Background: an optimization exercise with open tools, aiming at small area, a short achievable clock period and few clock cycles per item. Do not read the settings as production practice. No activity file was given, so power comes from the tool's default toggle rates.

## comlynx_arbiter
module comlynx_arbiter (
    input  wire        clk,
    input  wire        rst,         
    input  wire        cmd_valid,
    output reg         cmd_ready,
    input  wire [31:0] cmd_data,
    input  wire        cmd_last,
    output reg         rsp_valid,
    input  wire        rsp_ready,
    output wire [15:0] rsp_data
);
export LEC_CHECK = 0
export CAP_MARGIN = 20
export CORE_MARGIN = 2
export CORE_UTILIZATION = 40
export CTS_BUF_LIST = sky130_fd_sc_hd__clkbuf_8
export SLEW_MARGIN = 20
create_clock -name core_clock -period 10.0 [get_ports {clk}]
standard.sh (not shown) runs the stock make flow with config.mk's settings and CLKGATE_MAP_FILE= SYNTH_SCRIPT=/design/flow/synth_recipe.tcl, a recipe that flattens the netlist after the stock synthesis.
==> flow/flow/run.sh <==
#!/bin/bash
set -euo pipefail
bash standard.sh SETUP_SLACK_MARGIN=6.75 finish > flow_make.log 2>&1
Change:
--- a/flow/design.v
+++ b/flow/design.v
@@ -138,29 +138,29 @@
     wire needcfg = a_ncfg;
     reg  evp;
     reg  [1:0] qn;                      
     wire stall = fx | (a_v & a_first & a_hd & evp) | (a_v & a_last & qn[1]);
     wire go    = a_v & ~stall;           
     wire first = go & a_first;
     wire [2:0] nf = ~a_ok                         ? a_sf :
                     (needcfg & ~cfg_configured)   ? 3'd4 :
                     (c_recv & ~has_next)          ? 3'd6 : 3'd0;
     wire nf_any = ~a_ok | (needcfg & ~cfg_configured) | (c_recv & ~has_next);
     reg  held;                           
     wire exec  = first & ~held & ~nf_any;
-    wire ovr_k  = n_ovr[a_ks];
-    wire par_k  = n_par[a_ks];
-    wire brk_k  = n_brk[a_ks];
-    wire rxie_k = n_rxie[a_ks];
-    wire txie_k = n_txie[a_ks];
+    wire ovr_k  = n_ovr[k];
+    wire par_k  = n_par[k];
+    wire brk_k  = n_brk[k];
+    wire rxie_k = n_rxie[k];
+    wire txie_k = n_txie[k];
     reg [8:0] val;
     always @(*) begin
         val = 9'd0;
         case (a_c)
             C_SEND:    val = {8'd0, tx_ready};
             C_RECV:    val = {1'd0, pay};
             C_RXRDY:   val = {8'd0, has_next};
             C_TXRDY:   val = tx_ready ? 9'h001 : 9'h100;
             C_TXEMPTY: val = {8'd0, tx_empty};
             C_RXBRK:   val = {8'd0, brk_k};
             C_IRQ:     val = {8'd0, (rxie_k & has_next) | (txie_k & tx_ready)};
             C_SERCTL:  val = {1'd0, tx_ready, has_next, tx_empty, par_k | mism,
@@ -267,31 +267,45 @@
                 if (kdec[i] & (e_ovr_set | e_err_clr))
                     n_ovr[i] <= ~e_err_clr;
                 if (kdec[i] & (e_par_set | e_err_clr))
                     n_par[i] <= ~e_err_clr;
             end
         end
     end
     wire       rp_we = step | snd_adv;
     wire [5:0] rp_wv = step ? p1 : tail + 6'd1;
     wire b_we = a_v & a_first & c_send & ~full;
     always @(posedge clk) begin
         if (b_we) begin
-            b_snd[t5]  <= a_ks;
+            b_snd[t5]  <= a_k;
             b_pay[t5]  <= a_d[7:0];
             b_xp[t5]   <= new_xp;
             b_pp[t5]   <= a_dp;
         end
     end
-    wire [5:0] rp_node = rp[node];
+    reg [5:0] rp_g [0:5];
+    reg [5:0] rp_node;
+    always @(*) begin
+        for (i = 0; i < 6; i = i + 1)
+            rp_g[i] = rp[4 * i + node[1:0]];
+        rp_node = rp_g[0];
+        case (node[4:2])
+            3'd1: rp_node = rp_g[1];
+            3'd2: rp_node = rp_g[2];
+            3'd3: rp_node = rp_g[3];
+            3'd4: rp_node = rp_g[4];
+            3'd5: rp_node = rp_g[5];
+            default: rp_node = rp_g[0];
+        endcase
+    end
     wire       in_raw  = ~(rp_we & (node == k));   
     wire [5:0] a_p_alt = fx_n ? p1 :
                          fx   ? ((a_ks == k) ? p1 : a_ps) :
                          fire ? rp_wv : a_p;
     always @(posedge clk) begin
         if (rst) begin
             in_tr <= 1'b0;
             a_v   <= 1'b0;
         end else begin
             if (fire)
                 in_tr <= ~cmd_last;
             if (~stall)
The changed run produced a clean layout.
Wire length goes down by 1.8%.
Power went up by 0.81%.
Synthesized area is higher by 1.4%.
Combinational power rose by about 8%.
Via count came out higher by 3.6%.
Core utilization barely changes.
Hold slack is about the same.
Die area rises by 1.4%.
Cell area increases by 1.4%.
Global-route usage falls by 0.17 points.
Non-clock buffer count came out higher by 3.
Worst setup slack degrades by 0.0034 ns.
Cell count grows by 2.1%.
Critical path depth shrinks by 11.
Function was not checked in any run of this note: the RTL went through the layout flow alone.

[what the ideal ports hide]
The results above use ideal ports. As a check the final layouts listed here were re-extracted and re-timed, cells and wires unchanged. Step 1 (the two cells are an assumption about what drives the block):
set clk [get_ports {clk}]
set_driving_cell -lib_cell sky130_fd_sc_hd__clkbuf_16 $clk
set_driving_cell -lib_cell sky130_fd_sc_hd__buf_2 [delete_from_list [all_inputs] $clk]
Step 2 times the ports against the registers' clock, not the clock port: input delays grow and output delays shrink by t, the midpoint of the rising clock arrivals with the driver on. Slacks: ideal ports / drivers / drivers and shift; pairs: ideal ports / drivers.
| run | t, ns | slack for setup (ns) | worst hold slack (ns) | slew at the worst register clock pin (ns) |
|---|---|---|---|---|
| the first run | 0.916 | 6.655 / 6.607 / 5.691 | 0.471 / 0.471 / 0.471 | 0.07 / 0.07 |
| the second run | 0.906 | 6.651 / 6.582 / 5.747 | 0.470 / 0.470 / 0.470 | 0.07 / 0.07 |
After both steps setup and hold are still met in every run listed. The setup slack of the first run, which loses most, moves by -0.048 ns with the drivers and by -0.964 ns with both steps.
